This is an optimization exercise on Yosys and OpenROAD, whose aim is small area, not a production implementation.
In this exercise RTL edits were held to simulation tests only and were not proved equivalent to the original.
Power is estimated from default activity; no workload was simulated.

`config.mk`:
```
export PLATFORM = sky130hd
export DESIGN_NAME = servo_xcvr
export DESIGN_NICKNAME = servo_xcvr
export VERILOG_FILES = /design/flow/design.v
export SDC_FILE = /design/flow/constraint.sdc
export NUM_CORES = 4
export LEC_CHECK = 0
export CAP_MARGIN = 20
export CORE_MARGIN = 2
export CORE_UTILIZATION = 25
export SLEW_MARGIN = 20
```
`constraint.sdc`:
```
create_clock -name core_clock -period 30.0 [get_ports {clk}]
set_input_delay 6.0000 -clock core_clock [delete_from_list [all_inputs] [get_ports {clk}]]
set_output_delay 6.0000 -clock core_clock [all_outputs]
set_load 0.01 [all_outputs]
```
`design.v`:
```
module servo_xcvr (
    input  wire         clk,
    input  wire         rst,           
    input  wire         host_we,
    input  wire [5:0]   host_addr,
    input  wire [7:0]   host_wdata,
    output reg  [7:0]   host_rdata,
    output wire         tp_req,
    output wire         tp_op,         
    output reg  [4:0]   tp_len,        
    output wire [127:0] tp_wdata,      
    input  wire         tp_ack,
    input  wire         tp_err,
    input  wire [4:0]   tp_cnt,        
    input  wire [95:0]  tp_rdata,      
    input  wire [15:0]  now_ms
);
    localparam [2:0] S_IDLE   = 3'd0;
    localparam [2:0] S_SEND   = 3'd1;
    localparam [2:0] S_ECHO   = 3'd2;
    localparam [2:0] S_HEADER = 3'd3;
    localparam [2:0] S_BODY   = 3'd4;
    reg  [2:0]   state;
    reg          done, rejected, reply_exp;
    reg  [7:0]   result;
    reg  [7:0]   req_id, req_cmd, req_np;
    reg  [79:0]  req_p;
    reg  [3:0]   tx_L;           
    reg  [7:0]   tx_id, tx_cmd;  
    reg  [87:0]  tx_b;           
    reg  [7:0]   rxcnt;
    reg  [127:0] rxbuf;
    reg  [4:0]   echo_rem;
    reg  [4:0]   exp_len;
    reg  [15:0]  deadline;
    wire busy     = |state;
    wire tx_valid = |tx_L;
    wire [4:0] txlen = tx_valid ? {1'b0, tx_L} + 5'd3 : 5'd0;
    wire hw_ctrl   = host_we && host_addr == 6'h00;
    wire [1:0] op  = host_wdata[1:0];
    wire start     = hw_ctrl && op != 2'd0 && !busy;
    wire st_enc    = start && op[0];             
    wire st_dec    = start && op == 2'd2;
    wire st_tra    = start && op == 2'd3;
    wire step      = busy && tp_ack;
    wire in_send   = state == S_SEND;
    wire in_echo   = state == S_ECHO;
    wire in_hdr    = state == S_HEADER;
    wire in_body   = state == S_BODY;
    wire clr_rx = rst || st_tra;
    wire [95:0] sh_in = clr_rx ? 96'd0 :
                        busy   ? tp_rdata : {88'd0, host_wdata};
    wire [3:0]  sh_amt = busy ? rxcnt[3:0] : host_addr[3:0];
    wire [127:0] sh_out = {32'd0, sh_in} << {sh_amt, 3'b000};
    wire [4:0] app_cnt = rxcnt[4:0] + tp_cnt;
    wire rd_step = step && !tp_err && (in_hdr || in_body);
    wire hw_rx   = host_we && host_addr[5:4] == 2'b11 && !busy;
    reg  [15:0] en_b;           
    integer i;
    always @* begin
        for (i = 0; i < 16; i = i + 1)
            en_b[i] = clr_rx ||
                      (hw_rx && host_addr[3:0] == i) ||
                      (rd_step && i >= rxcnt[4:0] && i < app_cnt);
    end
    reg  [127:0] app;           
    always @* begin
        for (i = 0; i < 16; i = i + 1)
            app[8*i +: 8] = en_b[i] ? sh_out[8*i +: 8] : rxbuf[8*i +: 8];
    end
    wire resync = rd_step && in_hdr && app_cnt >= 5'd2 &&
                  !(app[7:0] == 8'h55 && app[15:8] == 8'h55);
    wire [31:0]  rs_lo   = resync ? {8'd0, app[31:8]} : app[31:0];
    wire [4:0]   rs_cnt  = resync ? app_cnt - 5'd1 : app_cnt;
    wire [127:0] rx_next = {app[127:32], rs_lo};
    wire [3:0] enc_n  = req_np[3:0];
    wire [3:0] enc_L  = enc_n + 4'd3;
    wire       enc_fail = req_np > 8'd10 || req_id == 8'd255;
    wire [7:0] rx_L   = rxbuf[31:24];
    wire       use_enc = !busy && host_wdata[0];
    reg  [7:0] csum;
    reg  [7:0] opnd;
    always @* begin
        csum = 8'd0;
        for (i = 2; i < 16; i = i + 1) begin
            if (use_enc) begin
                case (i)
                    2: opnd = req_id;
                    3: opnd = {4'd0, enc_L};
                    4: opnd = req_cmd;
                    15: opnd = 8'd0;
                    default: opnd = (i - 5 < enc_n) ? req_p[8*(i-5) +: 8] : 8'd0;
                endcase
            end else begin
                opnd = (i <= rx_L + 2) ? app[8*i +: 8] : 8'd0;
            end
            csum = csum + opnd;
        end
    end
    wire [7:0] enc_cks = ~csum;
    wire       sum_ok  = csum == 8'hFF;
    reg  [7:0] dec_res;
    reg  [4:0] dec_explen;
    always @* begin
        dec_explen = 5'd0;
        if (rxcnt > 8'd16)                                   dec_res = 8'h37;
        else if (rxcnt < 8'd2)                               dec_res = 8'h25;
        else if (rxbuf[7:0] != 8'h55 || rxbuf[15:8] != 8'h55) dec_res = 8'h15;
        else if (rxcnt < 8'd4)                               dec_res = 8'h25;
        else if (rx_L < 8'd3)                                dec_res = 8'h35;
        else if (rx_L > 8'd13)                               dec_res = 8'h06;
        else begin
            dec_explen = rx_L[4:0] + 5'd3;
            if (rxcnt[4:0] < rx_L[4:0] + 5'd3)               dec_res = 8'h45;
            else if (!sum_ok)                                dec_res = 8'h04;
            else                                             dec_res = 8'h00;
        end
    end
    wire [15:0] now_minus_dl = now_ms - deadline;
    wire        expired      = ~now_minus_dl[15];
    wire [4:0]  echo_left    = echo_rem - tp_cnt;
    wire [7:0]  hdr_L        = rs_lo[31:24];
    assign tp_req   = busy;
    assign tp_op    = !in_send;
    assign tp_wdata = {tx_b, tx_cmd, 4'd0, tx_L, tx_id, 16'h5555};
    always @* begin
        case (state)
            S_SEND:   tp_len = txlen;
            S_ECHO:   tp_len = echo_rem;
            S_HEADER: tp_len = 5'd4 - rxcnt[4:0];
            default:  tp_len = exp_len - rxcnt[4:0];
        endcase
    end
    reg [7:0] tx_rd;
    always @* begin
        case (host_addr[3:0])
            4'd0, 4'd1: tx_rd = 8'h55;
            4'd2:       tx_rd = tx_id;
            4'd3:       tx_rd = {4'd0, tx_L};
            4'd4:       tx_rd = tx_cmd;
            default:    tx_rd = tx_b[8*(host_addr[3:0] - 4'd5) +: 8];
        endcase
        if (!tx_valid) tx_rd = 8'h00;
    end
    always @* begin
        host_rdata = 8'h00;
        case (host_addr[5:4])
            2'd0: case (host_addr[3:0])
                4'h1: host_rdata = {4'b0000, reply_exp, rejected, done, busy};
                4'h2: host_rdata = result;
                4'h3: host_rdata = {5'b00000, state};
                4'h4: host_rdata = req_id;
                4'h5: host_rdata = req_cmd;
                4'h6: host_rdata = req_np;
                4'h7: host_rdata = {3'd0, txlen};
                4'h8: host_rdata = rxcnt;
                4'h9: host_rdata = {3'd0, echo_rem};
                4'hA: host_rdata = {3'd0, exp_len};
                default: host_rdata = 8'h00;
            endcase
            2'd1: if (host_addr[3:0] <= 4'd9)
                      host_rdata = req_p[8*host_addr[3:0] +: 8];
            2'd2: host_rdata = tx_rd;
            2'd3: host_rdata = rxbuf[8*host_addr[3:0] +: 8];
        endcase
    end
    reg [87:0] tx_frame;
    always @* begin
        for (i = 5; i < 16; i = i + 1)
            if (i - 5 < enc_n)
                tx_frame[8*(i-5) +: 8] = req_p[8*(i-5) +: 8];
            else if (i - 5 == enc_n)
                tx_frame[8*(i-5) +: 8] = enc_cks;
            else
                tx_frame[8*(i-5) +: 8] = 8'd0;
    end
    always @(posedge clk) begin
        if (st_enc) begin
            tx_id  <= req_id;
            tx_cmd <= req_cmd;
        end
        if (st_enc)
            tx_b <= tx_frame;
    end
    always @(posedge clk)
        rxbuf <= rx_next;
    always @(posedge clk) begin
        if (step && in_echo && !tp_err && (echo_left == 5'd0 || tp_cnt == 5'd0))
            deadline <= now_ms + 16'd50;
        else if (step && in_hdr && !tp_err && rs_cnt == 5'd4)
            deadline <= now_ms + 16'd60;
    end
    task complete(input [7:0] res);
        begin
            result <= res;
            done   <= 1'b1;
            state  <= S_IDLE;
        end
    endtask
    always @(posedge clk) begin
        if (rst) begin
            state     <= S_IDLE;
            done      <= 1'b0;
            rejected  <= 1'b0;
            reply_exp <= 1'b0;
            result    <= 8'd0;
            req_id    <= 8'd0;
            req_cmd   <= 8'd0;
            req_np    <= 8'd0;
            req_p     <= 80'd0;
            tx_L      <= 4'd0;
            rxcnt     <= 8'd0;
            echo_rem  <= 5'd0;
            exp_len   <= 5'd0;
        end else begin
            if (host_we) begin
                case (host_addr)
                    6'h00: if (op != 2'd0 && busy) rejected <= 1'b1;
                    6'h04: req_id  <= host_wdata;
                    6'h05: req_cmd <= host_wdata;
                    6'h06: req_np  <= host_wdata;
                    6'h08: if (!busy) rxcnt <= host_wdata;
                    default:
                        if (host_addr[5:4] == 2'd1 && host_addr[3:0] <= 4'd9)
                            req_p[8*host_addr[3:0] +: 8] <= host_wdata;
                endcase
            end
            if (start) begin
                done      <= 1'b0;
                rejected  <= 1'b0;
                reply_exp <= 1'b0;
                result    <= 8'd0;
                if (op[0]) begin
                    tx_L <= enc_fail ? 4'd0 : enc_L;
                end
                if (op == 2'd2) begin
                    exp_len <= dec_explen;
                    complete(dec_res);
                end else if (enc_fail) begin
                    if (op == 2'd3) begin
                        rxcnt    <= 8'd0;
                        echo_rem <= 5'd0;
                        exp_len  <= 5'd0;
                    end
                    complete({req_np > 8'd10 ? 4'd1 : 4'd2, 4'd7});
                end else if (op == 2'd1) begin
                    complete(8'h00);
                end else begin
                    rxcnt     <= 8'd0;
                    echo_rem  <= 5'd0;
                    exp_len   <= 5'd0;
                    reply_exp <= host_wdata[2] && req_id != 8'd254;
                    state     <= S_SEND;
                end
            end
            if (step) begin
                case (state)
                    S_SEND: begin
                        if (tp_err)
                            complete(8'h11);
                        else if (tp_cnt != txlen)
                            complete(8'h21);
                        else if (!reply_exp)
                            complete(8'h00);
                        else begin
                            echo_rem <= txlen;
                            state    <= S_ECHO;
                        end
                    end
                    S_ECHO: begin
                        if (tp_err)
                            complete(8'h31);
                        else begin
                            echo_rem <= echo_left;
                            if (echo_left == 5'd0 || tp_cnt == 5'd0)
                                state <= S_HEADER;
                        end
                    end
                    S_HEADER: begin
                        if (tp_err)
                            complete(8'h41);
                        else begin
                            rxcnt <= {3'd0, rs_cnt};
                            if (rs_cnt == 5'd4) begin
                                if (hdr_L < 8'd3)
                                    complete(8'h35);
                                else if (hdr_L > 8'd13)
                                    complete(8'h06);
                                else begin
                                    exp_len <= hdr_L[4:0] + 5'd3;
                                    state   <= S_BODY;
                                end
                            end else if (expired)
                                complete(8'h02);
                        end
                    end
                    S_BODY: begin
                        if (tp_err)
                            complete(8'h51);
                        else begin
                            rxcnt <= {3'd0, app_cnt};
                            if (app_cnt == exp_len)
                                complete(sum_ok ? 8'h00 : 8'h04);
                            else if (expired)
                                complete(8'h03);
                        end
                    end
                    default: ;
                endcase
            end
        end
    end
endmodule
```
`run.sh`:
```
#!/bin/bash
# synth_recipe.tcl (not shown) runs the flow's synth.tcl, then flattens the netlist and writes it again
# the make line also repeats each setting of config.mk as NAME=value (left out here)
make -C /OpenROAD-flow-scripts/flow DESIGN_CONFIG=/design/flow/config.mk WORK_HOME=/design/flow/orfs CLKGATE_MAP_FILE= SYNTH_SCRIPT=/design/flow/synth_recipe.tcl finish
```
==> results of run 1 <==
cell families (layout without fill, tap and decap cells):
kind of cell / after synthesis / in the layout / share of synthesized area (%)
flops: 388 / 388 / 30.2
fa+ha+maj: 150 / 150 / 8.28
xor+xnor: 82 / 82 / 2.51
buf+inv: 409 / 569 / 5.50
simple gates: 1172 / 1172 / 17.6
mux: 321 / 321 / 14.1
compound gates: 972 / 972 / 21.8
other cells: 2 / 28 / 0.0253
layout by cell type (no fill, tap or decap), types with 73 or more instances in the layout:
cell,n
fa_1,77
inv_1,138
mux4_2,74
nand2_1,466
edfxtp_1,120
mux2i_1,208
a22oi_1,84
buf_4,91
a21oi_1,256
nand3_1,121
dfxtp_1,267
o21ai_0,179
nor2_1,343
clkdlybuf4s50_1,254
ha_1,73
cells in the mapped netlist, types with 23 or more instances:
master	number	area share, %
xor2_1	25	0.74
and3_1	24	0.51
buf_1	37	0.47
a22oi_1	84	2.1
nand2_1	468	5.9
nor2b_1	23	0.49
a31oi_1	52	1.1
dfxtp_1	268	18
inv_1	139	1.8
mux2i_1	211	7.1
edfxtp_1	120	12
mux2_2	35	1.3
o21ai_0	182	3.1
nor2_1	347	4.4
a21o_1	28	0.71
o22ai_1	46	0.97
mux4_2	74	5.6
fa_1	77	5.2
nand3_1	121	2.0
xnor2_1	55	1.6
a21oi_1	256	4.3
a22o_1	62	1.8
a211oi_1	38	0.96
and2_1	24	0.51
clkbuf_1	198	2.5
nor3_1	40	0.67
ha_1	73	3.1
power breakdown:
part / internal [mW] / switching (mW)
Clock: 0.304 / 0.243
Sequential: 0.564 / 0.0173
Combinational: 0.193 / 0.427
flip-flops by register name (all words and copies together), names as in the netlist:
| name | flops |
|---|---|
| tx_cmd | 8 |
| rxbuf | 128 |
| tx_L | 4 |
| tx_b | 88 |
| echo_rem | 5 |
| rxcnt | 8 |
| deadline | 16 |
| exp_len | 5 |
| done | 1 |
| result | 8 |
| req_cmd | 8 |
| rejected | 1 |
| req_np | 8 |
| reply_exp | 1 |
| req_id | 8 |
| req_p | 80 |
| tx_id | 8 |
| state | 3 |
final cells by class:
type / instances / area (sq um) / share of cell area (%)
Clock buffer: 57 / 1180 / 3.33
Timing Repair Buffer: 347 / 3240 / 9.15
Antenna cell: 8 / 20.0 / 0.0566
Inverter: 144 / 543 / 1.54
Clock inverter: 21 / 223 / 0.630
Multi-Input combinational cell: 2717 / 19300 / 54.5
Sequential cell: 388 / 8970 / 25.4
Tap cell: 1536 / 1920 / 5.44
critical path, delay by kind of cell:
| family | cells | cell delay, ps |
|---|---|---|
| XOR/XNOR | 5 | 1800 |
| buffers and inverters | 7 | 870 |
| adder cells (fa/ha/maj) | 8 | 4220 |
| AO/OA/AOI/OAI | 12 | 3530 |
| AND/OR/NAND/NOR | 3 | 920 |
metal layers:
layer  global-route usage, %  vias to the layer above  wire length, microns
met5                       0                        -                   155
met4                    13.4                       22                 10100
met3                    5.04                      479                 14700
met2                    39.1                     2019                 69000
met1                    28.9                    14900                 56100
li1                        -                    13100                     -
worst paths after layout:
check	startpoint	to	slack, ps	cells past startpoint
worst max-delay path	host_addr[1]	tx_b[47]	12980	35
worst min-delay path	req_np[5]	req_np[5]	480	2
worst max register to register	rxcnt[2]	tx_b[47]	18390	30
worst min register to register	req_np[5]	req_np[5]	480	2
==> impl_metrics.csv, run 1 <==
group,metric,value,unit
timing,period_share,56.7,%
die,die_area,0.121,sq mm
timing,setup_violations,0,
clock_network,cts_buffer_depth,3,
final_layout,nNetsFinal,3927,
timing,clock.fmax,0.0588,GHz
timing,fin_hold_ws,477,ps
placed_design,placed_cell_area,0.0339,sq mm
placed_design,io_buffers,258,
timing,rsz0062_at_grt,"false",
die,coreArea,0.118,sq mm
global_routing,grt_antenna_before_repair,19,
power,power.total,1.75,mW
global_routing,grt_max_degree,100,
die,num_rows,126,
logic_synthesis,synth_edf_count,120,
placed_design,dp_cells,5132,
setup_path,critPathMaxFanout,44,
logic_synthesis,synth_warnings,2,
flow_run,drv_cap,0,
logic_synthesis,yosysUniqueCellTypes,99,
setup_path,crit_type,"input port to flip-flop",
setup_path,required,30360,ps
final_layout,syn2layout_area_growth,19.2,%
detailed_routing,viasPerCell,5.84,
timing,worst_pin_slew,1220,ps
power,max-vdd-ir-drop,0.0000345,V
logic_synthesis,yosysSeqAreaShare,30.2,%
timing,relSlewSlack,18.8,%
die,io_pins,279,
global_routing,grt_pass1_vias,29000,
detailed_routing,ant_nets,0,
clock_network,numCtsBuffers,43,
final_layout,fin_cells,5218,
global_routing,grt_usage,23.8,%
clock_network,clkSinkCount,388,
clock_network,cts_resized,0,
placed_design,gp_congestion,1.03,
setup_path,max_stage_delay,940,ps
global_routing,grt_overflow,0,
final_layout,filler_cell_count,12400,
die,initial_core_util,25.2,%
clock_network,htreeDepth,2,
timing,final-hold-violation-count,0,
power,p_per_area,49.4,mW/mm^2
final_layout,final_core_util,30.0,%
detailed_routing,drtIter0Drc,4519,
setup_path,startpoint_type,"input port",
setup_path,worstSetupEndpointType,"flip-flop",
detailed_routing,remaining_drc_errors,0,
logic_synthesis,ys_seq_elements,388,
logic_synthesis,netlist_area,0.0297,sq mm
detailed_routing,wire_per_inst,28.7,microns
timing,period_needed,17020,ps
timing,setup_ws,12980,ps
placed_design,pre_cts_ws,12800,ps
detailed_routing,routed_wirelength,150000,microns
setup_path,crit_slowest_cell,"xor2_1",
clock_network,clk_pin_slew,60,ps
clock_network,postCtsHoldBufs,0,
setup_path,crit_path_frequent_cell,"fa_1",
detailed_routing,vias,30500,
logic_synthesis,synth_flop_cell,"dfxtp_1",
timing,slew_violations,0,
placed_design,dp_hpwl,116000,microns
setup_path,cp.arrival,17380,ps
logic_synthesis,synthArstFlopShare,0,%
min_path,worstHoldPathType,"flip-flop to flip-flop",
clock_network,cts_tree,"built",
final_layout,drive_above_1_share,8.87,%
detailed_routing,first_pass_iters,9,
clock_network,clock_latency,620,ps
final_layout,postLayoutCellArea,0.0354,sq mm
logic_synthesis,netlist_instances,3496,
global_routing,grt_pass1_wl,212000,microns
die,die-height,348,microns
clock_network,post_cts_buffers,0,
die,die_x,348,microns
logic_synthesis,avgSynthCellArea,8.48,sq um
timing,fin_tns_setup,0,ps
power,p_leak,13.0,nW
clock_network,root_buffer,"clkbuf_16",
outcome,outcome,"timing/DRC/antenna clean",
timing,fin_worst_skew,28.1,ps
==> run 2: changes to the inputs <==
--- a/design.v
+++ b/design.v
@@ -34,4 +34,5 @@
     reg  [4:0]   exp_len;
     reg  [15:0]  deadline;
+    integer i;
     wire busy     = |state;
     wire tx_valid = |tx_L;
@@ -49,13 +50,29 @@
     wire in_body   = state == S_BODY;
     wire clr_rx = rst || st_tra;
-    wire [95:0] sh_in = clr_rx ? 96'd0 :
-                        busy   ? tp_rdata : {88'd0, host_wdata};
-    wire [3:0]  sh_amt = busy ? rxcnt[3:0] : host_addr[3:0];
-    wire [127:0] sh_out = {32'd0, sh_in} << {sh_amt, 3'b000};
+    wire [3:0]  sh_x  = busy ? rxcnt[3:0] : host_addr[3:0];
+    wire [1:0]  sh_hi = sh_x[3:2] - 2'd1;
+    wire [95:0] sh_in = {tp_rdata[95:8], busy ? tp_rdata[7:0] : host_wdata};
+    wire        s0z   = sh_x[0] && !clr_rx;
+    wire        ns0z  = !sh_x[0] && !clr_rx;
+    reg  [95:0] sb, sc, sd, se;
+    always @* begin
+        sb[7:0] = sh_in[7:0] & {8{ns0z}};
+        for (i = 1; i < 12; i = i + 1)
+            sb[8*i +: 8] = (sh_in[8*(i-1) +: 8] & {8{s0z}}) | (sh_in[8*i +: 8] & {8{ns0z}});
+        sc = sb;
+        for (i = 2; i < 12; i = i + 1)
+            if (sh_x[1]) sc[8*i +: 8] = sb[8*(i-2) +: 8];
+        sd = sc;
+        for (i = 4; i < 12; i = i + 1)
+            if (sh_hi[0]) sd[8*i +: 8] = sc[8*(i-4) +: 8];
+        se = sd;
+        for (i = 8; i < 12; i = i + 1)
+            if (sh_hi[1]) se[8*i +: 8] = sd[8*(i-8) +: 8];
+    end
+    wire [127:0] sh_out = {se, sc[31:0]};
     wire [4:0] app_cnt = rxcnt[4:0] + tp_cnt;
     wire rd_step = step && !tp_err && (in_hdr || in_body);
     wire hw_rx   = host_we && host_addr[5:4] == 2'b11 && !busy;
     reg  [15:0] en_b;           
-    integer i;
     always @* begin
         for (i = 0; i < 16; i = i + 1)
@@ -183,4 +200,13 @@
             tx_b <= tx_frame;
     end
+    wire [7:0] wd_r = host_wdata & {8{~rst}};
+    wire       hw_r = host_we || rst;
+    always @(posedge clk) begin
+        if (hw_r && (rst || host_addr == 6'h04)) req_id  <= wd_r;
+        if (hw_r && (rst || host_addr == 6'h05)) req_cmd <= wd_r;
+        if (hw_r && (rst || host_addr == 6'h06)) req_np  <= wd_r;
+        for (i = 0; i < 10; i = i + 1)
+            if (hw_r && (rst || host_addr == 6'h10 + i)) req_p[8*i +: 8] <= wd_r;
+    end
     always @(posedge clk)
         rxbuf <= rx_next;
@@ -205,8 +231,4 @@
             reply_exp <= 1'b0;
             result    <= 8'd0;
-            req_id    <= 8'd0;
-            req_cmd   <= 8'd0;
-            req_np    <= 8'd0;
-            req_p     <= 80'd0;
             tx_L      <= 4'd0;
             rxcnt     <= 8'd0;
@@ -217,11 +239,6 @@
                 case (host_addr)
                     6'h00: if (op != 2'd0 && busy) rejected <= 1'b1;
-                    6'h04: req_id  <= host_wdata;
-                    6'h05: req_cmd <= host_wdata;
-                    6'h06: req_np  <= host_wdata;
                     6'h08: if (!busy) rxcnt <= host_wdata;
-                    default:
-                        if (host_addr[5:4] == 2'd1 && host_addr[3:0] <= 4'd9)
-                            req_p[8*host_addr[3:0] +: 8] <= host_wdata;
+                    default: ;
                 endcase
             end
--- a/config.mk
+++ b/config.mk
@@ -8,4 +8,5 @@
 export CAP_MARGIN = 20
 export CORE_MARGIN = 2
-export CORE_UTILIZATION = 25
+export CORE_UTILIZATION = 40
+export CTS_BUF_LIST = sky130_fd_sc_hd__clkbuf_4
 export SLEW_MARGIN = 20
==> run 2 against run 1 <==
Sequential share of layout area rose by 4.7 points. Clock power decreased by 9.1%. Final area decreased by 5.7%. Non-clock buffer count shrank 9. Wire length is 9.3% lower. Flip-flop and latch count did not move. Fmax rose by 6.2%.
==> impl_metrics.csv, run 2 <==
group,metric,value,unit
power,p_int,1.36,mW
flow_run,drv_cap,0,
die,initial_core_util,40.5,%
die,io_pins,279,
clock_network,numCtsBuffers,108,
final_layout,largest_register,"rxbuf",
timing,setup_ws,13980,ps
logic_synthesis,synth_simple_gate_area_share,15.3,%
power,p_switching,1.43,mW
global_routing,grt_usage,36.2,%
clock_network,cts_tree,"built",
detailed_routing,first_pass_iters,6,
detailed_routing,vias,27800,
power,p_leak,12.6,nW
detailed_routing,viasPerCell,6.43,
logic_synthesis,synth_flop_cell,"edfxtp_1",
final_layout,syn2layout_area_growth,17.2,%
final_layout,largest_register_ffs,128,
detailed_routing,remaining_drc_errors,0,
logic_synthesis,synth_top_cell_by_area,"edfxtp_1",
detailed_routing,wire_per_inst,31.5,microns
final_layout,final_cell_mix,"365 x nand2_1, 256 x clkdlybuf4s50_1, 236 x nor2_1",
global_routing,grt_antenna_before_repair,7,
logic_synthesis,yosysSeqAreaShare,35.2,%
timing,relSlewSlack,18.8,%
final_layout,drive_above_1_share,13.2,%
clock_network,clk_pin_slew,60,ps
outcome,outcome,"timing/DRC/antenna clean",
power,switching_share,51.4,%
clock_network,clock_latency,930,ps
logic_synthesis,yosysTopAreaCellShare,23.7,%
clock_network,htreeDepth,3,
setup_path,startpoint_type,"input port",
detailed_routing,drtIter0Drc,3912,
timing,clock.fmax,0.0624,GHz
final_layout,fin_cells,4321,
power,comb_power_share,58.9,%
logic_synthesis,synth_warnings,2,
placed_design,io_buffers,258,
timing,fin_worst_skew,81.8,ps
timing,final-hold-violation-count,0,
global_routing,grt_pass1_vias,26900,
clock_network,cts_buffer_depth,3,
clock_network,postCtsHoldBufs,0,
setup_path,required,24000,ps
timing,worst_pin_slew,1210,ps
global_routing,grt_overflow,0,
power,pwr-share-seq,23.2,%
placed_design,pre_cts_ws,13530,ps
setup_path,cp.arrival,10020,ps
setup_path,crit_type,"input port to output pin",
clock_network,cts_resized,0,
logic_synthesis,yosys.area_share.adder,8.63,%
setup_path,worstSetupEndpointType,"output pin",
clock_network,root_buffer,"clkbuf_4",
timing,slew_violations,0,
final_layout,nNetsFinal,3581,
global_routing,grt_max_degree,89,
timing,setup_violations,0,
detailed_routing,ant_nets,0,
logic_synthesis,synthArstFlopShare,0,%
power,max-vdd-ir-drop,0.000323,V
power,p_per_area,83.7,mW/mm^2
placed_design,gp_congestion,1.01,
logic_synthesis,synthMuxAreaShare,12.5,%
logic_synthesis,synthXorXnorAreaFrac,2.77,%
logic_synthesis,synth.top_cells.by_count,"365 x nand2_1, 236 x nor2_1, 224 x edfxtp_1",
placed_design,placed_cell_area,0.0319,sq mm
final_layout,final-seq-area,0.0100,sq mm
clock_network,post_cts_buffers,0,
logic_synthesis,synth-compound-area-share,20.0,%
die,die-height,271,microns
final_layout,top_regs,"rxbuf x128, tx_b x88, req_p x80",
power,clockPowerShare,17.8,%
clock_network,clkSinkCount,388,
die,num_rows,97,
detailed_routing,routed_wirelength,136000,microns
die,die_area,0.0732,sq mm
final_layout,final_common_cell,"nand2_1",
timing,fin_hold_ws,494,ps
final_layout,multiInputGateArea,0.0170,sq mm
logic_synthesis,synth_edf_count,224,
logic_synthesis,synthTopCellsByArea,"edfxtp_1 24%, dfxtp_1 12%, mux2i_1 5.7%, fa_1 5.4%, nand2_1 4.8%",
timing,period_share,53.4,%
die,die_x,271,microns
final_layout,postLayoutCellArea,0.0333,sq mm
logic_synthesis,ys_seq_elements,388,
placed_design,dp_hpwl,107000,microns
logic_synthesis,yosysUniqueCellTypes,117,
timing,fin_tns_setup,0,ps
logic_synthesis,netlist_area,0.0284,sq mm
timing,period_needed,16020,ps
placed_design,dp_cells,4125,
final_layout,filler_cell_count,6688,
timing,rsz0062_at_grt,"false",
logic_synthesis,synth_most_common_cell,"nand2_1",
logic_synthesis,netlist_instances,3044,
logic_synthesis,avgSynthCellArea,9.34,sq um
setup_path,critPathMaxFanout,49,
min_path,worstHoldPathType,"flip-flop to flip-flop",
logic_synthesis,synth_top_family_by_area,"compound AO/OA/AOI/OAI gates",
global_routing,grt_pass1_wl,193000,microns
die,coreArea,0.0703,sq mm
==> run 2: cell types whose count changed after synthesis, moves of 17 or more <==
cell | before | now
a21oi_1 | 256 | 209
a22o_1 | 62 | 40
a31oi_1 | 52 | 33
clkbuf_1 | 198 | 125
dfxtp_1 | 268 | 164
edfxtp_1 | 120 | 224
mux2_2 | 35 | 52
mux2i_1 | 211 | 163
nand2_1 | 468 | 365
nand3_1 | 121 | 90
nor2_1 | 347 | 236
nor3_1 | 40 | 57
==> run 2: layout make-up <==
| class | count | area share, % |
|---|---|---|
| clock inverter | 34 | 0.612 |
| multi-input combinational | 2302 | 50.9 |
| inverter | 157 | 1.78 |
| antenna | 6 | 0.0450 |
| sequential | 388 | 30.0 |
| tap | 940 | 3.53 |
| timing repair buffer | 338 | 9.55 |
| clock buffer | 156 | 3.51 |
==> run 2: worst paths after layout <==
check | from | to | slack, ps | cells after the start
worst min register to register | result[7] | result[7] | 490 | 1
worst max-delay path | host_addr[0] | host_rdata[1] | 13980 | 10
worst min-delay path | result[7] | result[7] | 490 | 1
worst max register to register | rxcnt[0] | result[2] | 19190 | 30
==> run 2: power groups by stage <==
stage / combinational [mW] / sequential (mW) / clock [mW]
2_1_floorplan: 0.994 / 0.636 / 0
3_3_place_gp: 1.55 / 0.657 / 0
3_5_place_dp: 1.57 / 0.657 / 0
4_1_cts: 1.57 / 0.645 / 0.502
5_1_grt: 1.71 / 0.647 / 0.529
6_report: 1.64 / 0.648 / 0.497
==> run 2: cell families (layout without fill, tap and decap cells) <==
kind of cell,Yosys count,in the layout
XOR/XNOR,86,86
buffers and inverters,372,685
multiplexers,275,275
other,2,26
adder cells (fa/ha/maj),150,150
AND/OR/NAND/NOR,928,928
AO/OA/AOI/OAI,843,843
flip-flops,388,388
==> run 2: critical path, stage by stage <==
cell,delay (ps)
buf_6,470
buf_4,820
ha_1,500
and2_1,570
a222oi_1,220
and3_1,210
a31oi_1,260
a211oi_1,140
o21ai_0,170
clkdlybuf4s50_1,590
==> run 2: metal layers <==
layer  GRT usage, %  share of wire [%]  vias up  wire (microns)
li1               -                  -    11800               -
met1           46.5                 39    13700           52600
met2           58.3                 46     1874           62500
met3           7.45                9.9      403           13500
met4           16.8                5.5        2            7520
met5              0             0.0096        -              13
==> run 2: stage by stage <==
step	utilization (%)	power (mW)
floorplan	-	1.63
global placement	45.4	2.21
detailed placement	45.4	2.22
CTS	47.4	2.72
global route	47.4	2.89
finish	47.4	2.79
==> run 3: changes to the inputs <==
==> flow/run.sh (new file) <==
#!/bin/bash
# Layout flow: the standard synthesis, then an area-oriented re-mapping of
# its combinational logic (registers kept as they are: same instances, names
# and cells), then the standard ORFS steps from floorplan to finish.
# Port buffers use the smallest buffer cell; CTS uses clkbuf_4 without
# dummy loads.
set -euo pipefail
export BUFFER_PORTS_ARGS="-buffer_cell sky130_fd_sc_hd__buf_1"
export CTS_ARGS="-sink_clustering_enable -repair_clock_nets -buf_list sky130_fd_sc_hd__clkbuf_4 -dont_use_dummy_load"

R=$PWD/orfs/results/$FLOW_PLATFORM/servo_xcvr/base
LIB=$FLOW_HOME/platforms/$FLOW_PLATFORM/lib/sky130_fd_sc_hd__tt_025C_1v80.lib

bash standard.sh synth > standard_synth.log 2>&1
cp $R/1_2_yosys.v $PWD/std_synth.v

sed -e "s#@LIB@#$LIB#g" -e "s#@IN@#$PWD/std_synth.v#g" -e "s#@OUT@#$PWD/remap.v#g" \
    flow/remap.ys.in > remap.ys
yosys -l remap.log -q remap.ys > remap.stdout 2>&1

cp $PWD/remap.v $R/1_2_yosys.v
rm -f $R/1_synth.odb $R/1_synth.sdc
bash standard.sh synth > standard_synth2.log 2>&1
bash standard.sh > standard.log 2>&1
==> flow/remap.ys.in (new file) <==
# Re-map the combinational logic of the standard synthesis for area.
# Flip-flop cells are kept as instances (keep_hierarchy), so every
# register keeps its instance name and cell type.
read_liberty -ignore_miss_func @LIB@
read_verilog @IN@
hierarchy -top servo_xcvr
setattr -mod -set keep_hierarchy 1 sky130_fd_sc_hd__*df*
flatten
opt_clean
tee -o remap_stat_before.txt stat -liberty @LIB@
abc -liberty @LIB@ -dont_use *probe* -dont_use *lpflow* -script +strash;dch,-f;amap;mfs2;strash;dch,-f;amap
opt_clean -purge
setundef -zero
hilomap -singleton -hicell sky130_fd_sc_hd__conb_1 HI -locell sky130_fd_sc_hd__conb_1 LO
insbuf -buf sky130_fd_sc_hd__buf_4 A X
splitnets
opt_clean -purge
tee -o remap_stat_after.txt stat -liberty @LIB@
select servo_xcvr
write_verilog -noattr -nohex -nodec -selected @OUT@
==> standard.sh (new file) <==
#!/bin/bash
# synth_recipe.tcl (not shown) runs the flow's synth.tcl, then flattens the netlist and writes it again
# the make line also repeats each setting of config.mk as NAME=value (left out here)
make -C /OpenROAD-flow-scripts/flow DESIGN_CONFIG=/design/flow/config.mk WORK_HOME=/design/flow/orfs CLKGATE_MAP_FILE= SYNTH_SCRIPT=/design/flow/synth_recipe.tcl "${@:-finish}"
removed: run.sh
==> run 3 against run 2 <==
Combinational power decreased by 46%. Final cell count increased by 4.5%. Clock skew decreased by 1.3 ps. Largest cell class unchanged. Via count increased by 6.8%. Largest power group unchanged. Critical endpoint is now host_rdata[4]. Highest routed layer unchanged. Final area decreased by 15%. Global-route usage increased by 4.1 points.
==> impl_metrics.csv, run 3 <==
group,metric,value,unit
outcome,outcome,"timing/DRC/antenna clean",
placed_design,pre_cts_ws,13130,ps
power,p_int,1.01,mW
placed_design,gp_congestion,1.09,
die,die_x,257,microns
min_path,worstHoldPathType,"flip-flop to flip-flop",
setup_path,cp.arrival,11220,ps
global_routing,grt_antenna_before_repair,5,
timing,fin_tns_setup,0,ps
timing,fin_worst_skew,80.5,ps
clock_network,clkSinkCount,388,
setup_path,max_stage_delay,670,ps
timing,setup_ws,12780,ps
timing,slew_violations,0,
clock_network,cts_tree,"built",
global_routing,grt_overflow,0,
timing,worst_pin_slew,1250,ps
logic_synthesis,netlist_instances,3326,
final_layout,final_common_cell,"nor2_1",
logic_synthesis,avgSynthCellArea,7.71,sq um
setup_path,worstSetupEndpointType,"output pin",
global_routing,grt_pass1_vias,27200,
timing,period_share,57.4,%
power,power.total,1.89,mW
flow_run,drv_cap,0,
placed_design,io_buffers,258,
setup_path,critPathMaxFanout,35,
final_layout,largest_register_ffs,128,
clock_network,clock_latency,910,ps
power,p_switching,0.881,mW
detailed_routing,wire_per_inst,30.4,microns
detailed_routing,ant_nets,0,
final_layout,drive_above_1_share,5.63,%
power,pwr-share-seq,33.3,%
clock_network,cts_buffer_depth,3,
clock_network,numCtsBuffers,108,
power,switching_share,46.5,%
final_layout,top_regs,"rxbuf x128, tx_b x88, req_p x80",
detailed_routing,vias,29700,
logic_synthesis,netlist_area,0.0256,sq mm
setup_path,crit_type,"input port to output pin",
clock_network,postCtsHoldBufs,0,
power,clockPowerShare,19.9,%
global_routing,grt_pass1_wl,193000,microns
setup_path,critPathTopFamily,"compound AO/OA/AOI/OAI gates",
die,io_pins,279,
power,comb_power_share,46.8,%
power,p_leak,9.27,nW
setup_path,crit_slowest_cell,"a21oi_1",
final_layout,syn2layout_area_growth,10.3,%
timing,relSlewSlack,15.9,%
die,die_area,0.0661,sq mm
global_routing,grt_usage,40.3,%
setup_path,required,24000,ps
setup_path,critPathBufInv,5,
final_layout,multiInputGateArea,0.0133,sq mm
clock_network,cts_resized,0,
clock_network,root_buffer,"clkbuf_4",
detailed_routing,routed_wirelength,137000,microns
clock_network,post_cts_buffers,0,
timing,clock.fmax,0.0581,GHz
global_routing,grt_max_degree,94,
final_layout,nNetsFinal,3799,
timing,period_needed,17220,ps
detailed_routing,remaining_drc_errors,0,
clock_network,clk_pin_slew,50,ps
setup_path,r2r_setup_slack,18690,ps
power,max-vdd-ir-drop,0.0000805,V
die,initial_core_util,40.6,%
logic_synthesis,synth_warnings,2,
final_layout,final_cell_mix,"685 x nor2_1, 389 x clkinv_1, 324 x o22ai_1",
detailed_routing,viasPerCell,6.57,
power,p_per_area,66.9,mW/mm^2
final_layout,filler_cell_count,6640,
detailed_routing,first_pass_iters,9,
final_layout,largest_register,"rxbuf",
detailed_routing,drtIter0Drc,4718,
die,coreArea,0.0632,sq mm
placed_design,dp_hpwl,108000,microns
die,num_rows,92,
clock_network,htreeDepth,3,
setup_path,crit_path_cell_trace,"buf_1 -> buf_4 -> nor2_4 -> nor2_2 -> buf_4 -> nor2_1 -> a21oi_1 -> clkinv_1 -> a221o_1 -> a221oi_1 -> o32a_1 -> o32ai_1 -> or3_1 -> buf_1",
timing,final-hold-violation-count,0,
setup_path,startpoint_type,"input port",
timing,rsz0062_at_grt,"false",
timing,setup_violations,0,
die,die-height,257,microns
final_layout,final-seq-area,0.0100,sq mm
==> run 3: layout make-up <==
| cell class | instances | area share [%] |
|---|---|---|
| timing repair buffer | 337 | 5.53 |
| tap | 846 | 3.74 |
| clock buffer | 108 | 2.87 |
| multi-input combinational | 2436 | 47.2 |
| antenna | 8 | 0.0708 |
| inverter | 392 | 5.21 |
| sequential | 388 | 35.4 |
==> run 3: worst min-delay path: cells and delay by family (launching register included) <==
family                 cells  cell delay (ps)
AO/OA/AOI/OAI              1               60
flip-flops                 1              300
buffers and inverters      1               60
==> run 3: power by group through the flow <==
stage | clock network (mW) | registers [mW] | logic (mW)
3_3_place_gp | 0 | 0.640 | 0.837
5_1_grt | 0.398 | 0.632 | 0.950
2_1_floorplan | 0 | 0.629 | 0.534
6_report | 0.376 | 0.631 | 0.886
3_5_place_dp | 0 | 0.639 | 0.841
4_1_cts | 0.378 | 0.629 | 0.844
==> run 3: path summary, 6_finish.rpt <==
path,startpoint,to,cells past startpoint
max,host_addr[0],host_rdata[4],14
min,rejected,rejected,2
max reg2reg,rxcnt[1],tx_b[79],46
min reg2reg,rejected,rejected,2
==> run 3: layer usage <==
layer / wire length, microns / part of all wire (%) / GRT usage [%] / vias to the layer above
met4: 10100 / 7.4 / 25.4 / 4
met2: 57500 / 42 / 59.6 / 2245
li1: - / - / - / 13000
met1: 52700 / 38 / 52.6 / 14000
met3: 16900 / 12 / 9.69 / 454
met5: 28 / 0.020 / 0 / -
==> run 3: through the flow <==
step           utilization, %  cells  cell area, sq um  hold WS [ps]
5_1_grt                  44.7   4512             28300           475
4_1_cts                  44.7   4507             28300           460
6_report                 44.8   4515             28300           462
3_5_place_dp             43.4   4399             27400           447
2_1_floorplan               -   3344             25700           417
3_3_place_gp             43.4   4398             27400           451
==> run 4: changes to the inputs <==
--- a/flow/run.sh
+++ b/flow/run.sh
@@ -3,9 +3,9 @@
 # its combinational logic (registers kept as they are: same instances, names
 # and cells), then the standard ORFS steps from floorplan to finish.
-# Port buffers use the smallest buffer cell; CTS uses clkbuf_4 without
+# Port buffers use the smallest buffer cell; CTS uses clkbuf_2 without
 # dummy loads.
 set -euo pipefail
 export BUFFER_PORTS_ARGS="-buffer_cell sky130_fd_sc_hd__buf_1"
-export CTS_ARGS="-sink_clustering_enable -repair_clock_nets -buf_list sky130_fd_sc_hd__clkbuf_4 -dont_use_dummy_load"
+export CTS_ARGS="-sink_clustering_enable -repair_clock_nets -buf_list sky130_fd_sc_hd__clkbuf_2 -dont_use_dummy_load"
 
 R=$PWD/orfs/results/$FLOW_PLATFORM/servo_xcvr/base
@@ -15,5 +15,5 @@
 cp $R/1_2_yosys.v $PWD/std_synth.v
 
-sed -e "s#@LIB@#$LIB#g" -e "s#@IN@#$PWD/std_synth.v#g" -e "s#@OUT@#$PWD/remap.v#g" \
+sed -e "s#@LIB@#$LIB#g" -e "s#@IN@#$PWD/std_synth.v#g" -e "s#@OUT@#$PWD/remap.v#g" -e "s#@ABC@#$PWD/flow/abc_area.script#g" \
     flow/remap.ys.in > remap.ys
 yosys -l remap.log -q remap.ys > remap.stdout 2>&1
==> flow/abc_area.script (new file) <==
strash; &get -n; &deepsyn -T 60; &put; dch -f; amap; mfs2; strash; dc2; dch -f; amap
--- a/flow/remap.ys.in
+++ b/flow/remap.ys.in
@@ -9,5 +9,5 @@
 opt_clean
 tee -o remap_stat_before.txt stat -liberty @LIB@
-abc -liberty @LIB@ -dont_use *probe* -dont_use *lpflow* -script +strash;dch,-f;amap;mfs2;strash;dch,-f;amap
+abc -liberty @LIB@ -dont_use *probe* -dont_use *lpflow* -script @ABC@
 opt_clean -purge
 setundef -zero
--- a/config.mk
+++ b/config.mk
@@ -6,7 +6,6 @@
 export NUM_CORES = 4
 export LEC_CHECK = 0
-export CAP_MARGIN = 20
+export CAP_MARGIN = 5
 export CORE_MARGIN = 2
 export CORE_UTILIZATION = 40
-export CTS_BUF_LIST = sky130_fd_sc_hd__clkbuf_4
-export SLEW_MARGIN = 20
+export SLEW_MARGIN = 5
==> run 4 against run 3 <==
Final cell count decreased by 2.9%. Sequential power down 3%. Still clean on timing, DRC and antenna. Global-route usage increased by 0.55 points. Largest cell class unchanged.
==> impl_metrics.csv, run 4 <==
group,metric,value,unit
outcome,outcome,"timing/DRC/antenna clean",
final_layout,drive_above_1_share,5.75,%
die,die_area,0.0644,sq mm
die,die-height,254,microns
detailed_routing,ant_nets,0,
timing,period_share,56.1,%
setup_path,cp.arrival,10830,ps
detailed_routing,routed_wirelength,135000,microns
final_layout,syn2layout_area_growth,9.53,%
timing,clock.fmax,0.0594,GHz
setup_path,required,24000,ps
global_routing,use_met1,52.5,%
logic_synthesis,synth_warnings,2,
final_layout,largest_register,"rxbuf",
timing,setup_violations,0,
power,p_leak,8.94,nW
clock_network,post_cts_buffers,0,
clock_network,root_buffer,"clkbuf_2",
final_layout,largest_register_ffs,128,
clock_network,postCtsHoldBufs,0,
global_routing,grt_pass1_vias,26200,
detailed_routing,drtIter0Drc,5125,
final_layout,nNetsFinal,3683,
clock_network,cts_resized,0,
placed_design,io_buffers,258,
timing,fin_worst_skew,161,ps
clock_network,clock_latency,1190,ps
global_routing,grt_antenna_before_repair,11,
detailed_routing,vias,29100,
logic_synthesis,netlist_area,0.0249,sq mm
global_routing,grt-busiest-layer,"met2",
die,num_rows,91,
die,coreArea,0.0617,sq mm
global_routing,grt_pass1_wl,187000,microns
detailed_routing,first_pass_iters,10,
timing,worst_pin_slew,1430,ps
power,p_per_area,56.8,mW/mm^2
setup_path,crit_type,"input port to output pin",
global_routing,grt_overflow,0,
die,initial_core_util,40.4,%
timing,setup_ws,13170,ps
die,io_pins,279,
final_layout,top_regs,"rxbuf x128, tx_b x88, req_p x80",
timing,fin_tns_setup,0,ps
placed_design,pre_cts_ws,13390,ps
setup_path,startpoint_type,"input port",
clock_network,clkSinkCount,388,
setup_path,critPathMaxFanout,30,
final_layout,final_common_cell,"nor2_1",
detailed_routing,wire_per_inst,30.8,microns
global_routing,grt_usage,40.8,%
logic_synthesis,avgSynthCellArea,7.78,sq um
global_routing,grt_max_degree,64,
timing,period_needed,16830,ps
flow_run,drv_cap,0,
setup_path,worstSetupEndpointType,"output pin",
timing,slew_violations,0,
clock_network,clk_pin_slew,90,ps
clock_network,numCtsBuffers,104,
global_routing,use_met3,13.4,%
placed_design,dp_hpwl,106000,microns
timing,rsz0062_at_grt,"false",
clock_network,cts_tree,"built",
die,die_x,254,microns
detailed_routing,viasPerCell,6.63,
final_layout,final_cell_mix,"568 x nor2_1, 417 x clkinv_1, 341 x o22ai_1",
timing,relSlewSlack,4.86,%
clock_network,htreeDepth,3,
clock_network,cts_buffer_depth,3,
placed_design,gp_congestion,1.08,
logic_synthesis,netlist_instances,3205,
min_path,worstHoldPathType,"flip-flop to flip-flop",
global_routing,use_met2,59.4,%
timing,final-hold-violation-count,0,
power,max-vdd-ir-drop,0.0000857,V
detailed_routing,remaining_drc_errors,0,
## run 4: final timing paths
check | start | to | slack, ps | depth (start not counted)
max | host_addr[0] | host_rdata[5] | 13170 | 12
min | result[7] | result[7] | 430 | 2
max reg2reg | state[0] | tx_b[55] | 17550 | 48
min reg2reg | result[7] | result[7] | 430 | 2
## run 4: cell type report
class | count | area [sq um]
clock buffer | 104 | 520
tap | 837 | 1050
inverter | 418 | 1570
antenna | 4 | 10.0
sequential | 388 | 10000
multi-input combinational | 2289 | 12500
timing repair buffer | 346 | 1630
fill | 6537 | 34400
## run 4: metal layers
layer | vias to the layer above | part of all wire (%)
li1 | 12600 | -
met1 | 13500 | 37
met2 | 2478 | 41
met3 | 580 | 14
met4 | 14 | 7.4
met5 | - | 0.078
## run 4: per-stage QoR
stage / cells / util [%] / power, mW / hold WS [ps] / cell area (sq um)
finish: 4386 / 44.3 / 1.55 / 431 / 27300
global route: 4386 / 44.3 / 1.59 / 449 / 27300
CTS: 4382 / 44.2 / 1.51 / 432 / 27300
detailed placement: 4278 / 43.4 / 1.22 / 419 / 26800
global placement: 4278 / 43.4 / 1.22 / 416 / 26800
floorplan: 3223 / - / 0.964 / 402 / 25000
## run 4: critical path, cell delays in order
cell and delay [ps]:
buf_1 290, nor2_4 180, buf_4 520, clkinv_1 200, nor2_1 750, clkinv_1 830
o32a_1 390, a221oi_1 520, or3_1 310, a31oi_1 130, or4_1 550, buf_1 160
## run 4: report_power, final
group	switching, mW	internal (mW)
sequential	0.0187	0.593
clock	0.215	0.0896
combinational	0.467	0.168
total	0.700	0.851
==> run 5: changes to the inputs <==
--- a/design.v
+++ b/design.v
@@ -96,23 +96,197 @@
     wire [7:0] rx_L   = rxbuf[31:24];
     wire       use_enc = !busy && host_wdata[0];
-    reg  [7:0] csum;
-    reg  [7:0] opnd;
+    reg  [111:0] ck;            
     always @* begin
-        csum = 8'd0;
         for (i = 2; i < 16; i = i + 1) begin
             if (use_enc) begin
                 case (i)
-                    2: opnd = req_id;
-                    3: opnd = {4'd0, enc_L};
-                    4: opnd = req_cmd;
-                    15: opnd = 8'd0;
-                    default: opnd = (i - 5 < enc_n) ? req_p[8*(i-5) +: 8] : 8'd0;
+                    2: ck[8*(i-2) +: 8] = req_id;
+                    3: ck[8*(i-2) +: 8] = {4'd0, enc_L};
+                    4: ck[8*(i-2) +: 8] = req_cmd;
+                    15: ck[8*(i-2) +: 8] = 8'd0;
+                    default: ck[8*(i-2) +: 8] = (i - 5 < enc_n) ? req_p[8*(i-5) +: 8] : 8'd0;
                 endcase
             end else begin
-                opnd = (i <= rx_L + 2) ? app[8*i +: 8] : 8'd0;
+                ck[8*(i-2) +: 8] = (i <= rx_L + 2) ? app[8*i +: 8] : 8'd0;
             end
-            csum = csum + opnd;
         end
     end
+    wire [7:0] csum;
+    wire t1 = ck[0] ^ ck[8] ^ ck[16];
+    wire t2 = (ck[0] & ck[8]) | (ck[0] & ck[16]) | (ck[8] & ck[16]);
+    wire t3 = ck[24] ^ ck[32] ^ ck[40];
+    wire t4 = (ck[24] & ck[32]) | (ck[24] & ck[40]) | (ck[32] & ck[40]);
+    wire t5 = ck[48] ^ ck[56] ^ ck[64];
+    wire t6 = (ck[48] & ck[56]) | (ck[48] & ck[64]) | (ck[56] & ck[64]);
+    wire t7 = ck[72] ^ ck[80] ^ ck[88];
+    wire t8 = (ck[72] & ck[80]) | (ck[72] & ck[88]) | (ck[80] & ck[88]);
+    wire t9 = ck[1] ^ ck[9] ^ ck[17];
+    wire t10 = (ck[1] & ck[9]) | (ck[1] & ck[17]) | (ck[9] & ck[17]);
+    wire t11 = ck[25] ^ ck[33] ^ ck[41];
+    wire t12 = (ck[25] & ck[33]) | (ck[25] & ck[41]) | (ck[33] & ck[41]);
+    wire t13 = ck[49] ^ ck[57] ^ ck[65];
+    wire t14 = (ck[49] & ck[57]) | (ck[49] & ck[65]) | (ck[57] & ck[65]);
+    wire t15 = ck[73] ^ ck[81] ^ ck[89];
+    wire t16 = (ck[73] & ck[81]) | (ck[73] & ck[89]) | (ck[81] & ck[89]);
+    wire t17 = ck[2] ^ ck[10] ^ ck[18];
+    wire t18 = (ck[2] & ck[10]) | (ck[2] & ck[18]) | (ck[10] & ck[18]);
+    wire t19 = ck[26] ^ ck[34] ^ ck[42];
+    wire t20 = (ck[26] & ck[34]) | (ck[26] & ck[42]) | (ck[34] & ck[42]);
+    wire t21 = ck[50] ^ ck[58] ^ ck[66];
+    wire t22 = (ck[50] & ck[58]) | (ck[50] & ck[66]) | (ck[58] & ck[66]);
+    wire t23 = ck[74] ^ ck[82] ^ ck[90];
+    wire t24 = (ck[74] & ck[82]) | (ck[74] & ck[90]) | (ck[82] & ck[90]);
+    wire t25 = ck[3] ^ ck[11] ^ ck[19];
+    wire t26 = (ck[3] & ck[11]) | (ck[3] & ck[19]) | (ck[11] & ck[19]);
+    wire t27 = ck[27] ^ ck[35] ^ ck[43];
+    wire t28 = (ck[27] & ck[35]) | (ck[27] & ck[43]) | (ck[35] & ck[43]);
+    wire t29 = ck[51] ^ ck[59] ^ ck[67];
+    wire t30 = (ck[51] & ck[59]) | (ck[51] & ck[67]) | (ck[59] & ck[67]);
+    wire t31 = ck[75] ^ ck[83] ^ ck[91];
+    wire t32 = (ck[75] & ck[83]) | (ck[75] & ck[91]) | (ck[83] & ck[91]);
+    wire t33 = ck[4] ^ ck[12] ^ ck[20];
+    wire t34 = (ck[4] & ck[12]) | (ck[4] & ck[20]) | (ck[12] & ck[20]);
+    wire t35 = ck[28] ^ ck[36] ^ ck[44];
+    wire t36 = (ck[28] & ck[36]) | (ck[28] & ck[44]) | (ck[36] & ck[44]);
+    wire t37 = ck[52] ^ ck[60] ^ ck[68];
+    wire t38 = (ck[52] & ck[60]) | (ck[52] & ck[68]) | (ck[60] & ck[68]);
+    wire t39 = ck[76] ^ ck[84] ^ ck[92];
+    wire t40 = (ck[76] & ck[84]) | (ck[76] & ck[92]) | (ck[84] & ck[92]);
+    wire t41 = ck[5] ^ ck[13] ^ ck[21];
+    wire t42 = (ck[5] & ck[13]) | (ck[5] & ck[21]) | (ck[13] & ck[21]);
+    wire t43 = ck[29] ^ ck[37] ^ ck[45];
+    wire t44 = (ck[29] & ck[37]) | (ck[29] & ck[45]) | (ck[37] & ck[45]);
+    wire t45 = ck[53] ^ ck[61] ^ ck[69];
+    wire t46 = (ck[53] & ck[61]) | (ck[53] & ck[69]) | (ck[61] & ck[69]);
+    wire t47 = ck[77] ^ ck[85] ^ ck[93];
+    wire t48 = (ck[77] & ck[85]) | (ck[77] & ck[93]) | (ck[85] & ck[93]);
+    wire t49 = ck[6] ^ ck[14] ^ ck[22];
+    wire t50 = (ck[6] & ck[14]) | (ck[6] & ck[22]) | (ck[14] & ck[22]);
+    wire t51 = ck[30] ^ ck[38] ^ ck[46];
+    wire t52 = (ck[30] & ck[38]) | (ck[30] & ck[46]) | (ck[38] & ck[46]);
+    wire t53 = ck[54] ^ ck[62] ^ ck[70];
+    wire t54 = (ck[54] & ck[62]) | (ck[54] & ck[70]) | (ck[62] & ck[70]);
+    wire t55 = ck[78] ^ ck[86] ^ ck[94];
+    wire t56 = (ck[78] & ck[86]) | (ck[78] & ck[94]) | (ck[86] & ck[94]);
+    wire t57 = ck[7] ^ ck[15] ^ ck[23];
+    wire t58 = ck[31] ^ ck[39] ^ ck[47];
+    wire t59 = ck[55] ^ ck[63] ^ ck[71];
+    wire t60 = ck[79] ^ ck[87] ^ ck[95];
+    wire t61 = t1 ^ t3 ^ t5;
+    wire t62 = (t1 & t3) | (t1 & t5) | (t3 & t5);
+    wire t63 = t7 ^ ck[96] ^ ck[104];
+    wire t64 = (t7 & ck[96]) | (t7 & ck[104]) | (ck[96] & ck[104]);
+    wire t65 = t2 ^ t4 ^ t6;
+    wire t66 = (t2 & t4) | (t2 & t6) | (t4 & t6);
+    wire t67 = t8 ^ t9 ^ t11;
+    wire t68 = (t8 & t9) | (t8 & t11) | (t9 & t11);
+    wire t69 = t13 ^ t15 ^ ck[97];
+    wire t70 = (t13 & t15) | (t13 & ck[97]) | (t15 & ck[97]);
+    wire t71 = t10 ^ t12 ^ t14;
+    wire t72 = (t10 & t12) | (t10 & t14) | (t12 & t14);
+    wire t73 = t16 ^ t17 ^ t19;
+    wire t74 = (t16 & t17) | (t16 & t19) | (t17 & t19);
+    wire t75 = t21 ^ t23 ^ ck[98];
+    wire t76 = (t21 & t23) | (t21 & ck[98]) | (t23 & ck[98]);
+    wire t77 = t18 ^ t20 ^ t22;
+    wire t78 = (t18 & t20) | (t18 & t22) | (t20 & t22);
+    wire t79 = t24 ^ t25 ^ t27;
+    wire t80 = (t24 & t25) | (t24 & t27) | (t25 & t27);
+    wire t81 = t29 ^ t31 ^ ck[99];
+    wire t82 = (t29 & t31) | (t29 & ck[99]) | (t31 & ck[99]);
+    wire t83 = t26 ^ t28 ^ t30;
+    wire t84 = (t26 & t28) | (t26 & t30) | (t28 & t30);
+    wire t85 = t32 ^ t33 ^ t35;
+    wire t86 = (t32 & t33) | (t32 & t35) | (t33 & t35);
+    wire t87 = t37 ^ t39 ^ ck[100];
+    wire t88 = (t37 & t39) | (t37 & ck[100]) | (t39 & ck[100]);
+    wire t89 = t34 ^ t36 ^ t38;
+    wire t90 = (t34 & t36) | (t34 & t38) | (t36 & t38);
+    wire t91 = t40 ^ t41 ^ t43;
+    wire t92 = (t40 & t41) | (t40 & t43) | (t41 & t43);
+    wire t93 = t45 ^ t47 ^ ck[101];
+    wire t94 = (t45 & t47) | (t45 & ck[101]) | (t47 & ck[101]);
+    wire t95 = t42 ^ t44 ^ t46;
+    wire t96 = (t42 & t44) | (t42 & t46) | (t44 & t46);
+    wire t97 = t48 ^ t49 ^ t51;
+    wire t98 = (t48 & t49) | (t48 & t51) | (t49 & t51);
+    wire t99 = t53 ^ t55 ^ ck[102];
+    wire t100 = (t53 & t55) | (t53 & ck[102]) | (t55 & ck[102]);
+    wire t101 = t50 ^ t52 ^ t54;
+    wire t102 = t56 ^ t57 ^ t58;
+    wire t103 = t59 ^ t60 ^ ck[103];
+    wire t104 = t62 ^ t64 ^ t65;
+    wire t105 = (t62 & t64) | (t62 & t65) | (t64 & t65);
+    wire t106 = t67 ^ t69 ^ ck[105];
+    wire t107 = (t67 & t69) | (t67 & ck[105]) | (t69 & ck[105]);
+    wire t108 = t66 ^ t68 ^ t70;
+    wire t109 = (t66 & t68) | (t66 & t70) | (t68 & t70);
+    wire t110 = t71 ^ t73 ^ t75;
+    wire t111 = (t71 & t73) | (t71 & t75) | (t73 & t75);
+    wire t112 = t72 ^ t74 ^ t76;
+    wire t113 = (t72 & t74) | (t72 & t76) | (t74 & t76);
+    wire t114 = t77 ^ t79 ^ t81;
+    wire t115 = (t77 & t79) | (t77 & t81) | (t79 & t81);
+    wire t116 = t78 ^ t80 ^ t82;
+    wire t117 = (t78 & t80) | (t78 & t82) | (t80 & t82);
+    wire t118 = t83 ^ t85 ^ t87;
+    wire t119 = (t83 & t85) | (t83 & t87) | (t85 & t87);
+    wire t120 = t84 ^ t86 ^ t88;
+    wire t121 = (t84 & t86) | (t84 & t88) | (t86 & t88);
+    wire t122 = t89 ^ t91 ^ t93;
+    wire t123 = (t89 & t91) | (t89 & t93) | (t91 & t93);
+    wire t124 = t90 ^ t92 ^ t94;
+    wire t125 = (t90 & t92) | (t90 & t94) | (t92 & t94);
+    wire t126 = t95 ^ t97 ^ t99;
+    wire t127 = (t95 & t97) | (t95 & t99) | (t97 & t99);
+    wire t128 = t96 ^ t98 ^ t100;
+    wire t129 = t101 ^ t102 ^ t103;
+    wire t130 = t105 ^ t107 ^ t108;
+    wire t131 = (t105 & t107) | (t105 & t108) | (t107 & t108);
+    wire t132 = t109 ^ t111 ^ t112;
+    wire t133 = (t109 & t111) | (t109 & t112) | (t111 & t112);
+    wire t134 = t113 ^ t115 ^ t116;
+    wire t135 = (t113 & t115) | (t113 & t116) | (t115 & t116);
+    wire t136 = t117 ^ t119 ^ t120;
+    wire t137 = (t117 & t119) | (t117 & t120) | (t119 & t120);
+    wire t138 = t121 ^ t123 ^ t124;
+    wire t139 = (t121 & t123) | (t121 & t124) | (t123 & t124);
+    wire t140 = t125 ^ t127 ^ t128;
+    wire t141 = t130 ^ t110 ^ ck[106];
+    wire t142 = (t130 & t110) | (t130 & ck[106]) | (t110 & ck[106]);
+    wire t143 = t131 ^ t132 ^ t114;
+    wire t144 = (t131 & t132) | (t131 & t114) | (t132 & t114);
+    wire t145 = t133 ^ t134 ^ t118;
+    wire t146 = (t133 & t134) | (t133 & t118) | (t134 & t118);
+    wire t147 = t135 ^ t136 ^ t122;
+    wire t148 = (t135 & t136) | (t135 & t122) | (t136 & t122);
+    wire t149 = t137 ^ t138 ^ t126;
+    wire t150 = (t137 & t138) | (t137 & t126) | (t138 & t126);
+    wire t151 = t139 ^ t140 ^ t129;
+    wire t152 = t142 ^ t143 ^ ck[107];
+    wire t153 = (t142 & t143) | (t142 & ck[107]) | (t143 & ck[107]);
+    wire t154 = t144 ^ t145 ^ ck[108];
+    wire t155 = (t144 & t145) | (t144 & ck[108]) | (t145 & ck[108]);
+    wire t156 = t146 ^ t147 ^ ck[109];
+    wire t157 = (t146 & t147) | (t146 & ck[109]) | (t147 & ck[109]);
+    wire t158 = t148 ^ t149 ^ ck[110];
+    wire t159 = (t148 & t149) | (t148 & ck[110]) | (t149 & ck[110]);
+    wire t160 = t150 ^ t151 ^ ck[111];
+    wire t161 = t61 ^ t63;
+    wire t162 = t61 & t63;
+    wire t163 = t104 ^ t106 ^ t162;
+    wire t164 = (t104 & t106) | (t104 & t162) | (t106 & t162);
+    wire t165 = t141 ^ t164;
+    wire t166 = t141 & t164;
+    wire t167 = t152 ^ t166;
+    wire t168 = t152 & t166;
+    wire t169 = t153 ^ t154 ^ t168;
+    wire t170 = (t153 & t154) | (t153 & t168) | (t154 & t168);
+    wire t171 = t155 ^ t156 ^ t170;
+    wire t172 = (t155 & t156) | (t155 & t170) | (t156 & t170);
+    wire t173 = t157 ^ t158 ^ t172;
+    wire t174 = (t157 & t158) | (t157 & t172) | (t158 & t172);
+    wire t175 = t159 ^ t160 ^ t174;
+    assign csum = {t175, t173, t171, t169, t167, t165, t163, t161};
     wire [7:0] enc_cks = ~csum;
     wire       sum_ok  = csum == 8'hFF;
--- a/flow/run.sh
+++ b/flow/run.sh
@@ -3,9 +3,9 @@
 # its combinational logic (registers kept as they are: same instances, names
 # and cells), then the standard ORFS steps from floorplan to finish.
-# Port buffers use the smallest buffer cell; CTS uses clkbuf_2 without
+# Port buffers use the smallest buffer cell; CTS uses clkbuf_4 in clusters of at most 7 sinks, without
 # dummy loads.
 set -euo pipefail
 export BUFFER_PORTS_ARGS="-buffer_cell sky130_fd_sc_hd__buf_1"
-export CTS_ARGS="-sink_clustering_enable -repair_clock_nets -buf_list sky130_fd_sc_hd__clkbuf_2 -dont_use_dummy_load"
+export CTS_ARGS="-sink_clustering_enable -repair_clock_nets -buf_list sky130_fd_sc_hd__clkbuf_4 -sink_clustering_size 7 -sink_clustering_max_diameter 40 -dont_use_dummy_load"
 
 R=$PWD/orfs/results/$FLOW_PLATFORM/servo_xcvr/base
--- a/flow/remap.ys.in
+++ b/flow/remap.ys.in
@@ -1,9 +1,9 @@
 # Re-map the combinational logic of the standard synthesis for area.
-# Flip-flop cells are kept as instances (keep_hierarchy), so every
+# Flip-flop and full-adder cells are kept as instances (keep_hierarchy), so every
 # register keeps its instance name and cell type.
 read_liberty -ignore_miss_func @LIB@
 read_verilog @IN@
 hierarchy -top servo_xcvr
-setattr -mod -set keep_hierarchy 1 sky130_fd_sc_hd__*df*
+setattr -mod -set keep_hierarchy 1 sky130_fd_sc_hd__*df* sky130_fd_sc_hd__fa_*
 flatten
 opt_clean
--- a/config.mk
+++ b/config.mk
@@ -6,6 +6,6 @@
 export NUM_CORES = 4
 export LEC_CHECK = 0
-export CAP_MARGIN = 5
+export CAP_MARGIN = 20
 export CORE_MARGIN = 2
 export CORE_UTILIZATION = 40
-export SLEW_MARGIN = 5
+export SLEW_MARGIN = 20
==> run 5 against run 4 <==
Critical path depth up 28. Sequential share of layout area up 0.41 points. Area after synthesis down 1.6%. Final cell count down 8.9%. Critical path type is now input port to flip-flop. Power up 96%. Still clean on timing, DRC and antenna. Via count down 5.4%. Synthesized cell count down 10%.
==> impl_metrics.csv, run 5 <==
group,metric,value,unit
detailed_routing,wire_per_inst,37.4,microns
power,p_leak,8.79,nW
die,die_area,0.0633,sq mm
timing,period_share,58.8,%
logic_synthesis,netlist_area,0.0245,sq mm
clock_network,cts_tree,"built",
detailed_routing,first_pass_iters,9,
power,switching_share,58.0,%
placed_design,dp_hpwl,119000,microns
final_layout,nNetsFinal,3431,
global_routing,grt_overflow,0,
timing,slew_violations,0,
detailed_routing,drtIter0Drc,4718,
timing,clock.fmax,0.0567,GHz
setup_path,crit_slowest_cell,"o221ai_1",
timing,period_needed,17650,ps
final_layout,top_regs,"rxbuf x128, tx_b x88, req_p x80",
timing,fin_tns_setup,0,ps
detailed_routing,viasPerCell,6.89,
timing,fin_worst_skew,147,ps
die,die_x,252,microns
power,p_per_area,112,mW/mm^2
die,die-height,252,microns
detailed_routing,ant_nets,0,
logic_synthesis,synth_warnings,2,
setup_path,max_stage_delay,1130,ps
clock_network,clk_pin_slew,70,ps
clock_network,post_cts_buffers,0,
final_layout,largest_register_ffs,128,
placed_design,gp_congestion,1.08,
power,clockPowerShare,10.6,%
final_layout,largest_register,"rxbuf",
power,max-vdd-ir-drop,0.000731,V
setup_path,crit_type,"input port to flip-flop",
final_layout,drive_above_1_share,6.01,%
clock_network,root_buffer,"clkbuf_4",
clock_network,cts_buffer_depth,3,
clock_network,htreeDepth,3,
final_layout,final_common_cell,"clkinv_1",
die,io_pins,279,
setup_path,startpoint_type,"input port",
logic_synthesis,netlist_instances,2885,
placed_design,io_buffers,258,
logic_synthesis,avgSynthCellArea,8.50,sq um
global_routing,grt_usage,46.0,%
clock_network,numCtsBuffers,78,
clock_network,clock_latency,910,ps
timing,worst_pin_slew,1300,ps
die,num_rows,90,
clock_network,cts_resized,0,
die,initial_core_util,40.6,%
flow_run,drv_cap,0,
placed_design,placed_cell_area,0.0264,sq mm
final_layout,postLayoutCellArea,0.0270,sq mm
timing,setup_violations,0,
clock_network,postCtsHoldBufs,0,
power,p_switching,1.76,mW
global_routing,grt_pass1_vias,25900,
outcome,outcome,"timing/DRC/antenna clean",
power,comb_power_share,68.4,%
timing,rsz0062_at_grt,"false",
timing,relSlewSlack,12.2,%
setup_path,worstSetupEndpointType,"flip-flop",
global_routing,grt_pass1_wl,203000,microns
final_layout,filler_cell_count,6132,
final_layout,syn2layout_area_growth,10.1,%
detailed_routing,remaining_drc_errors,0,
setup_path,required,30740,ps
final_layout,final_core_util,44.7,%
die,coreArea,0.0605,sq mm
global_routing,grt_antenna_before_repair,6,
global_routing,grt_max_degree,56,
final_layout,final_cell_mix,"481 x clkinv_1, 386 x nor2_1, 286 x o22ai_1",
setup_path,critPathMaxFanout,12,
detailed_routing,routed_wirelength,149000,microns
power,pwr-share-seq,21.0,%
timing,final-hold-violation-count,0,
detailed_routing,vias,27500,
min_path,worstHoldPathType,"flip-flop to flip-flop",
setup_path,cp.arrival,18390,ps
clock_network,clkSinkCount,388,
power,p_int,1.28,mW
run 5: layout make-up:
class / count / area (sq um) / share of cell area [%]
multi-input cells: 1906 / 11900 / 44.1
flip-flops and latches: 388 / 10000 / 37.1
inverters: 481 / 1810 / 6.68
repair buffers: 359 / 1730 / 6.39
well taps: 782 / 978 / 3.62
clock buffers: 78 / 586 / 2.17
diodes: 1 / 2.50 / 0.00927
run 5: metrics by stage:
| stage | power [mW] | std cells | hold slack [ps] | worst slack [ps] |
|---|---|---|---|---|
| after floorplan | 1.62 | 2903 | 403 | 12270 |
| after global placement | 2.63 | 3915 | 411 | 12020 |
| after detailed placement | 2.62 | 3916 | 418 | 11980 |
| after CTS | 2.95 | 3994 | 428 | 12870 |
| after global routing | 3.07 | 3995 | 445 | 12110 |
| final | 3.04 | 3995 | 428 | 12350 |
run 5: path summary, 6_finish.rpt:
path | start | to | slack (ps) | cells after the start
max | host_addr[3] | result[2] | 12350 | 40
min | result[3] | result[3] | 430 | 2
max reg2reg | state[0] | result[2] | 17010 | 41
min reg2reg | result[3] | result[3] | 430 | 2
run 5: power groups by stage:
stage	clock network [mW]	registers, mW	logic, mW
after floorplan	0	0.637	0.980
after global placement	0	0.648	1.98
after detailed placement	0	0.648	1.97
after CTS	0.319	0.636	1.99
after global routing	0.336	0.639	2.09
final	0.321	0.638	2.08
run 5: routing by layer:
| metal | routed length [microns] | share of wire (%) | vias up | global-route usage, % |
|---|---|---|---|---|
| li1 | - | - | 11200 | - |
| met1 | 56500 | 38 | 13200 | 60.1 |
| met2 | 61700 | 41 | 2544 | 67.1 |
| met3 | 19900 | 13 | 569 | 13.5 |
| met4 | 11400 | 7.6 | 6 | 28.1 |
| met5 | 58 | 0.039 | - | 0 |
run 5: worst max-delay path, delay by kind of cell:
| kind | cells | cell delay (ps) |
|---|---|---|
| adders and majority gates | 9 | 4250 |
| buffers and inverters | 8 | 2830 |
| AOI/OAI and AO/OA | 12 | 2820 |
| and+or+nand+nor | 9 | 2040 |
| xor gates and xnor gates | 2 | 420 |

Re-timed with assumed drivers on the ports (clkbuf_16 on the clock, buf_2 on other inputs), run 5 has 12.302 ns of setup slack against 12.349 ns with ideal ports, and 11.397 ns once port delays also move by the mid clock arrival of 0.905 ns.
